Background: an optimization exercise with open tools, aiming at small area, a short achievable clock period and few clock cycles per item. Do not read the settings as production practice.
The RTL was checked by simulation tests, not by an equivalence proof against the original design.

<file path="design/flow/config.mk">
export PLATFORM = sky130hd
export DESIGN_NAME = pite_xform
export DESIGN_NICKNAME = pite_xform
export VERILOG_FILES = /design/flow/design.v
export SDC_FILE = /design/flow/constraint.sdc
export NUM_CORES = 4
export LEC_CHECK = 0
export CAP_MARGIN = 20
export CORE_MARGIN = 2
export CORE_UTILIZATION = 40
export SLEW_MARGIN = 20
</file>
<file path="design/flow/constraint.sdc">
create_clock -name core_clock -period 12.5 [get_ports {clk}]
set_input_delay 2.5000 -clock core_clock [delete_from_list [all_inputs] [get_ports {clk}]]
set_output_delay 2.5000 -clock core_clock [all_outputs]
set_load 0.01 [all_outputs]
</file>
<file path="design/flow/design.v">
module pite_xform (
    input  wire        clk,
    input  wire        rst_n,         
    input  wire [2:0]  cfg_op,        
    input  wire        cfg_perch,
    input  wire        cfg_chen,
    input  wire [1:0]  cfg_chsel,
    input  wire [31:0] cfg_opnd0,
    input  wire [31:0] cfg_opnd1,
    input  wire [31:0] cfg_opnd2,
    input  wire [7:0]  cfg_outmin,
    input  wire [7:0]  cfg_outmax,
    input  wire [7:0]  cfg_rmin,
    input  wire [7:0]  cfg_rmax,
    input  wire        in_valid,
    output wire        in_ready,
    input  wire [7:0]  in_data,
    input  wire [2:0]  in_tag,
    output wire        out_valid,
    input  wire        out_ready,
    output wire [7:0]  out_data
);
    parameter [8:0] CUT = 9'b0_1010_1010;
    parameter       XREG = 0;
    localparam integer NCUT = CUT[1]+CUT[2]+CUT[3]+CUT[4]+CUT[5]+CUT[6]+CUT[7]+CUT[8];
    localparam integer CAP = NCUT + XREG + 4;
    localparam OP_SADD   = 3'd1;
    localparam OP_SSUB   = 3'd2;
    localparam OP_SMUL   = 3'd3;
    localparam OP_SDIV   = 3'd4;
    localparam OP_CSTR   = 3'd6;
    localparam OP_BPLANE = 3'd7;
    wire acc = in_valid & in_ready;
    wire [8:0]  dout9  = {1'b0, cfg_outmax} - {1'b0, cfg_outmin};
    wire [8:0]  den9   = {1'b0, cfg_rmax} - {1'b0, cfg_rmin};
    reg  [7:0]  adout_r, den_r;
    reg         sgn_r, degen_r;
    always @(posedge clk) begin
        adout_r <= dout9[8] ? (cfg_outmin - cfg_outmax) : dout9[7:0];
        den_r   <= den9[8] ? (cfg_rmin - cfg_rmax) : den9[7:0];
        sgn_r   <= dout9[8] ^ den9[8];
        degen_r <= (cfg_rmax == cfg_rmin);
    end
    wire [1:0]  ik   = in_tag[1:0];
    wire [31:0] in_n = !cfg_perch ? cfg_opnd0 :
                       (ik == 2'd1) ? cfg_opnd1 :
                       (ik == 2'd2) ? cfg_opnd2 : cfg_opnd0;
    wire [8:0]  in_u = {1'b0, in_data} - {1'b0, cfg_rmin};
    reg  [7:0]  v;
    reg  [2:0]  tag;
    reg  [24:0] n;
    reg         n_hi8, n_hi24, n_hi25, n_zero;
    reg  [7:0]  au;
    reg         uneg;
    reg         val0;
    always @(posedge clk) begin
        v      <= in_data;
        tag    <= in_tag;
        n      <= in_n[24:0];
        n_hi8  <= |in_n[31:8];
        n_hi24 <= |in_n[31:24];
        n_hi25 <= |in_n[31:25];
        n_zero <= ~|in_n;
        au     <= in_u[8] ? (cfg_rmin - in_data) : in_u[7:0];
        uneg   <= in_u[8];
        val0   <= rst_n & acc;
    end
    wire        sel  = !cfg_chen || (tag[1:0] == cfg_chsel);
    wire [8:0]  add9    = {1'b0, v} + {1'b0, n[7:0]};
    wire [7:0]  add_res = (n_hi8 | add9[8]) ? 8'd255 : add9[7:0];
    wire [8:0]  sub9    = {1'b0, v} - {1'b0, n[7:0]};
    wire [7:0]  sub_res = (n_hi8 | sub9[8]) ? 8'd0 : sub9[7:0];
    wire [7:0]  bp_res  = v[tag] ? 8'd255 : 8'd0;
    wire        cs_s  = sgn_r ^ uneg;
    wire [15:0] cs_p  = adout_r * au;
    wire [17:0] cs_n  = {1'b0, cs_p, 1'b0} + {10'd0, den_r} - {17'd0, cs_s};
    wire [8:0]  sd_hi = {1'b0, n[24:17]} + {1'b0, v};
    reg  [25:0] a_f;      
    reg  [24:0] b_f;      
    reg  [7:0]  m_f;      
    reg         d_f;      
    reg         f_f;      
    always @(*) begin
        a_f = 26'd0;
        b_f = n;
        m_f = 8'd0;
        d_f = 1'b0;
        f_f = 1'b0;
        case (cfg_op)
        OP_SADD:   a_f[24:17] = sel ? add_res : v;
        OP_SSUB:   a_f[24:17] = sel ? sub_res : v;
        OP_BPLANE: a_f[24:17] = bp_res;
        OP_SMUL: begin
            if (sel) begin
                a_f = 26'h001_0000;
                m_f = v;
                f_f = n_hi24 & (|v);
            end else begin
                a_f[24:17] = v;
            end
        end
        OP_SDIV: begin
            if (!sel)
                a_f[24:17] = v;
            else if (n_zero)
                f_f = 1'b1;
            else if (!n_hi25) begin
                a_f = {sd_hi, n[16:0]};
                d_f = 1'b1;
            end
        end
        OP_CSTR: begin
            b_f = {17'd0, den_r};
            if (degen_r)
                a_f[24:17] = cfg_outmin;
            else begin
                a_f = {8'd0, cs_n};
                d_f = 1'b1;
            end
        end
        default:   a_f[24:17] = v;
        endcase
    end
    reg  [25:0] a_r [0:9];
    reg  [24:0] b_r [0:9];
    reg  [7:0]  m_r [0:9];
    reg         d_r [0:9];
    reg         f_r [0:9];
    reg         s_r [0:9];
    reg         val_r [0:9];
    always @(posedge clk) begin
        a_r[9] <= a_f;  b_r[9] <= b_f;  m_r[9] <= m_f;
        d_r[9] <= d_f;  f_r[9] <= f_f;  s_r[9] <= cs_s;
        val_r[9] <= rst_n & val0;
    end
    genvar j, t;
    generate
        for (j = 8; j >= 0; j = j - 1) begin : step
            localparam integer W = 25 - j;         
            wire [25:0] a_i = a_r[j+1];
            wire [24:0] b_i = b_r[j+1];
            wire [7:0]  m_i = m_r[j+1];
            wire        d_i = d_r[j+1];
            wire        f_i = f_r[j+1];
            wire        hz;
            if (j == 0) begin : nohi
                assign hz = 1'b1;
            end else begin : hi
                assign hz = ~|b_i[24:25-j];
            end
            wire [W-1:0] x = d_i ? ~b_i[W-1:0] : b_i[W-1:0];
            wire [W-1:0] sum;
            wire         co;
            if (j == 8) begin : cmp
                assign co  = {1'b0, a_i[25:9]} >= {1'b0, b_i[16:0]};
                assign sum = a_i[25:9];
            end else begin : addsub
                assign {co, sum} = {1'b0, a_i[25:j+1]} + {1'b0, x} + {{W{1'b0}}, d_i};
            end
            wire         qb  = co & hz;                        
            wire         mb;
            if (j < 8) begin : mbit
                assign mb = m_i[j];
            end else begin : nombit
                assign mb = 1'b0;
            end
            wire         ov  = co | sum[W-1] | ~hz;            
            wire         upd = (j == 8) ? 1'b0 : (d_i ? qb : mb);
            wire [25:0]  a_n;
            assign a_n[25:j+1] = upd ? sum : a_i[25:j+1];
            assign a_n[j:0] = a_i[j:0];
            wire [7:0] m_n;
            for (t = 0; t < 8; t = t + 1) begin : mm
                if (t == j) begin : q
                    assign m_n[t] = d_i ? qb : m_i[t];
                end else begin : p
                    assign m_n[t] = m_i[t];
                end
            end
            wire f_n = f_i | (d_i ? ((j == 8) & qb) : (mb & ov));
            if (CUT[j] || (j == 0 && XREG)) begin : rg
                always @(posedge clk) begin
                    a_r[j] <= a_n; b_r[j] <= b_i; m_r[j] <= m_n;
                    d_r[j] <= d_i; f_r[j] <= f_n; s_r[j] <= s_r[j+1];
                    val_r[j] <= rst_n & val_r[j+1];
                end
            end else begin : wr
                always @(*) begin
                    a_r[j] = a_n; b_r[j] = b_i; m_r[j] = m_n;
                    d_r[j] = d_i; f_r[j] = f_n; s_r[j] = s_r[j+1];
                    val_r[j] = val_r[j+1];
                end
            end
        end
    endgenerate
    wire [25:0] a_e = a_r[0];
    wire [7:0]  q_e = m_r[0];
    wire        d_e = d_r[0];
    wire        f_e = f_r[0];
    wire        s_e = s_r[0];
    wire        cstr = (cfg_op == OP_CSTR);
    wire [8:0]  cs_up = {1'b0, cfg_outmin} + {1'b0, q_e};
    wire [8:0]  cs_dn = {1'b0, cfg_outmin} - {1'b0, q_e};
    reg  [7:0]  res;
    always @(*) begin
        if (!d_e)
            res = f_e ? 8'd255 : a_e[24:17];
        else if (!cstr)
            res = f_e ? 8'd255 : q_e;
        else if (!s_e)
            res = (f_e | cs_up[8]) ? 8'd255 : cs_up[7:0];
        else
            res = (f_e | cs_dn[8]) ? 8'd0 : cs_dn[7:0];
    end
    wire       r_val = val_r[0];
    localparam integer FD = CAP;
    reg  [7:0] fifo [0:FD-1];
    reg  [3:0] wp, rp;
    reg  [3:0] inflight;
    reg  [3:0] cnt;
    reg        rdy, nonempty;
    assign out_valid = nonempty;
    assign out_data  = fifo[rp];
    wire del   = nonempty & out_ready;
    wire [3:0] inflight_n = inflight + {3'd0, acc} - {3'd0, del};
    wire [3:0] cnt_n = cnt + {3'd0, r_val} - {3'd0, del};
    wire [3:0] rp_n = del ? ((rp == FD-1) ? 4'd0 : rp + 4'd1) : rp;
    wire [3:0] wp_n = r_val ? ((wp == FD-1) ? 4'd0 : wp + 4'd1) : wp;
    always @(posedge clk) begin
        if (r_val) fifo[wp] <= res;
        if (!rst_n) begin
            wp <= 4'd0; rp <= 4'd0; nonempty <= 1'b0; cnt <= 4'd0;
            inflight <= 4'd0; rdy <= 1'b0;
        end else begin
            wp <= wp_n;
            rp <= rp_n;
            cnt <= cnt_n;
            nonempty <= (cnt_n != 4'd0);
            inflight <= inflight_n;
            rdy <= (inflight_n < CAP);
        end
    end
    assign in_ready = rdy;
endmodule
</file>
<file path="design/flow/run.sh">
#!/bin/bash
# synth_recipe.tcl (not shown) runs the flow's synth.tcl, then flattens the netlist and writes it again
# the make line also repeats each setting of config.mk as NAME=value (left out here)
make -C /OpenROAD-flow-scripts/flow DESIGN_CONFIG=/design/flow/config.mk WORK_HOME=/design/flow/orfs CLKGATE_MAP_FILE= SYNTH_SCRIPT=/design/flow/synth_recipe.tcl finish
</file>
==> flow_summary.json <==
{
  "fmax_mhz": 155,
  "cp_top_family": "compound AO/OA/AOI/OAI gates",
  "r2r_setup_slack_ps": 6060,
  "relSlewSlack": 0.298,
  "grt_pass1_vias": 23600,
  "syn_nets": 3938,
  "critical_path_required_ps": 12760,
  "max_stage_delay_ps": 1020,
  "nNetsFinal": 4074,
  "slew_violations": 0,
  "r2r-start": "d_r[1]$_DFF_P_",
  "drv_cap": 0,
  "post-route-min-period_ps": 6440,
  "hp-start": "a_r[5][3]$_DFF_P_",
  "route.detailed.drc": 0,
  "min_path_cells": 0,
  "post-cts-setup-buffers": 0,
  "critPathMaxFanout": 41,
  "ctsHoldBuffers": 0,
  "grt_max_degree": 83,
  "gp_congestion": 0.906,
  "pre_cts_ws_ps": 5940,
  "skew_ps": 37.7,
  "routed_wl_mm": 80.2,
  "ys.warnings.count": 8,
  "yosysUniqueCellTypes": 102,
  "synth_edf_count": 64,
  "hold_viol": 0,
  "synth_area_per_cell_sq_um": 9.28,
  "die_area_sq_mm": 0.0811,
  "tightestPinTransition_ps": 1050,
  "r2r_cells": 21,
  "grtUsageTotal": 0.195,
  "setup_tns_ps": 0,
  "min_to": "a_r[3][3]$_DFF_P_",
  "cts.sinks": 463,
  "wl_per_cell_um": 17.4,
  "grt_overflow": 0,
  "area_growth_pct": 13.8,
  "synthCells": 3396,
  "setup_ws_ps": 6060,
  "outcome": "complete, no violations",
  "crit_path_cell_trace": "xor2_1 > ha_1 > or4_1 > a21o_1 > a21o_1 > a211oi_1 > nor2b_1 > o21ai_0 > nand2_1 > ha_1 > inv_1 > fa_1 > a21o_1 > a21oi_1 > o21bai_1 > a21o_1 > a211oi_1 > nor3_1 > nor2b_1 > a211oi_1 > a311oi_1",
  "crit_path_frequent_cell": "a21o_1",
  "yosysSeqAreaShare": 0.314,
  "slowest_stage": "dfxtp_2",
  "ys.flop_type": "dfxtp_1",
  "die_h_um": 285,
  "finalInstanceArea_sq_mm": 0.0359,
  "worstPathBufferInverterCount": 1,
  "dp_hpwl_mm": 64.0,
  "finalSetupViolCount": 0,
  "die_width_um": 285,
  "rsz0062_at_grt": "false",
  "hold_class": "reg2reg",
  "cts_resized": 0,
  "clk_path_buf_depth": 3,
  "async_flop_share": 0,
  "numCtsBuffers": 50,
  "num_rows": 102,
  "drtIter0Drc": 1489,
  "clockRootBuffer": "clkbuf_16",
  "mostFrequentLayoutCell": "dfxtp_1",
  "firstDrtPassIters": 7,
  "vias_per_cell": 5.27,
  "synth_seq_cells": 463,
  "timing.rr.end": "fifo[3][4]$_DFFE_PP_",
  "drive_gt1_frac": 0.0835,
  "crit_arrival_ps": 6700,
  "post-route-period-util": 0.515,
  "coreArea_sq_mm": 0.0777,
  "path_class": "reg2reg",
  "final_cell_mix": "397 x dfxtp_1, 335 x ha_1, 295 x inv_1",
  "antenna_left": 0,
  "endpoint_kind": "flip-flop",
  "cts_tree": "done",
  "cts_max_level": 2,
  "antenna_found_initial": 0,
  "place_area_sq_mm": 0.0341,
  "start_kind": "flip-flop",
  "num_vias": 24300,
  "port_buffers": 159,
  "clkTransAtPathRegs_ps": 60,
  "io_pins": 160,
  "floorplan.initialDensity": 0.406,
  "syn-cell-area_sq_mm": 0.0315,
  "grt_first_pass_wirelength_mm": 129,
  "insertion_delay_ps": 620
}
Yosys cell counts, types with 37 or more instances:
master    number  area [sq um]
and2_1        93           582
mux2_2       102          1150
a21oi_1      249          1250
a21o_1        81           608
xnor2_1      131          1150
nor2b_1       40           250
o21a_1        37           278
nor2_1       221           830
nand2b_1      62           388
nand2_1      148           556
ha_1         335          4190
o21ai_0      122           611
mux2i_1       63           631
xor2_1       166          1450
clkbuf_1      56           210
a31oi_1       52           325
nand3_1       57           285
edfxtp_1      64          1920
dfxtp_1      399          7990
inv_1        295          1110
nor3_1        65           325
fa_1          57          1140
worst reg2reg max path: cells and delay by family, from the launching register on:
kind            cells  cell delay, ps
compound gates     11            2620
simple gates        5            1550
flops               1            1020
fa+ha+maj           3             660
xor+xnor            1             160
buf+inv             1              80
logic make-up after synthesis:
kind of cell,count (synthesis),share of synthesized area
adders and majority gates,392,0.169
muxes,199,0.0769
and+or+nand+nor,811,0.129
buffers and inverters,392,0.0495
xor gates and xnor gates,297,0.0825
AOI/OAI and AO/OA,842,0.178
DFF,463,0.314
routing by layer:
layer / GRT usage / wire length [um]
met5: 0 / 0
met4: 0.0582 / 2250
met3: 0.0237 / 3500
met2: 0.314 / 35600
met1: 0.274 / 38900
area by class of cell:
type	count	area, sq um
tap	1040	1300
clock buffer	68	1410
sequential	463	9910
multi-input combinational	2541	20100
inverter	298	1130
antenna	2	5.00
fill	7424	41900
clock inverter	23	279
timing repair buffer	178	1720
flip-flops by register name, indices dropped and copies added (netlist names), 3 cells and up, named ones only:
| signal | cells |
|---|---|
| den_r | 8 |
| s_r | 5 |
| m_r | 40 |
| cnt | 4 |
| v | 8 |
| inflight | 4 |
| d_r | 5 |
| au | 8 |
| tag | 3 |
| adout_r | 8 |
| fifo | 64 |
| b_r | 125 |
| rp | 4 |
| wp | 4 |
| a_r | 125 |
| val_r | 5 |
| f_r | 5 |
| n | 25 |
stage by stage:
stage,hold slack [ps],utilization,std cells
2_1_floorplan,310,-,3396
3_3_place_gp,310,0.439,4519
3_5_place_dp,312,0.439,4519
4_1_cts,324,0.461,4610
5_1_grt,329,0.461,4611
6_report,315,0.461,4613
worst max path at each step:
stage                               from                    to  cells after the start
after floorplan           d_r[7]$_DFF_P_    a_r[5][10]$_DFF_P_                     25
after global placement     cfg_outmin[1]  fifo[0][4]$_DFFE_PP_                     12
after detailed placement   cfg_outmin[1]  fifo[3][4]$_DFFE_PP_                     12
after CTS                 d_r[7]$_DFF_P_    a_r[5][11]$_DFF_P_                     22
after global routing      d_r[1]$_DFF_P_  fifo[4][7]$_DFFE_PP_                     21
final                     d_r[1]$_DFF_P_  fifo[3][4]$_DFFE_PP_                     21
Testbench counts, summed over its fixed seeds: cycles 16,616, items 14,056.

[re-timing with driven ports]
The flow's constraints put no driver on any port. The routed layout listed below was extracted and timed again, unchanged, in two steps.
Step 1 assumes that a clkbuf_16 drives the clock port and a buf_2 every other input.
Step 2 moves the port delays by t, midway between the first and last clock arrival at a register: inputs arrive t later, outputs are due t later. That takes back most of the time a late clock gives input paths.
a / b / c = no drivers / after step 1 / after step 2; a / b = the first two.
t (ns): 0.657
setup slack, ns: 6.057 / 6.057 / 5.956
worst hold slack (ns): 0.315 / 0.315 / 0.315
worst register clock-pin slew, ns: 0.07 / 0.07
After both steps this run still meets setup and hold. The setup slack of this run moves by 0.000 ns with the drivers and by -0.101 ns with both steps.
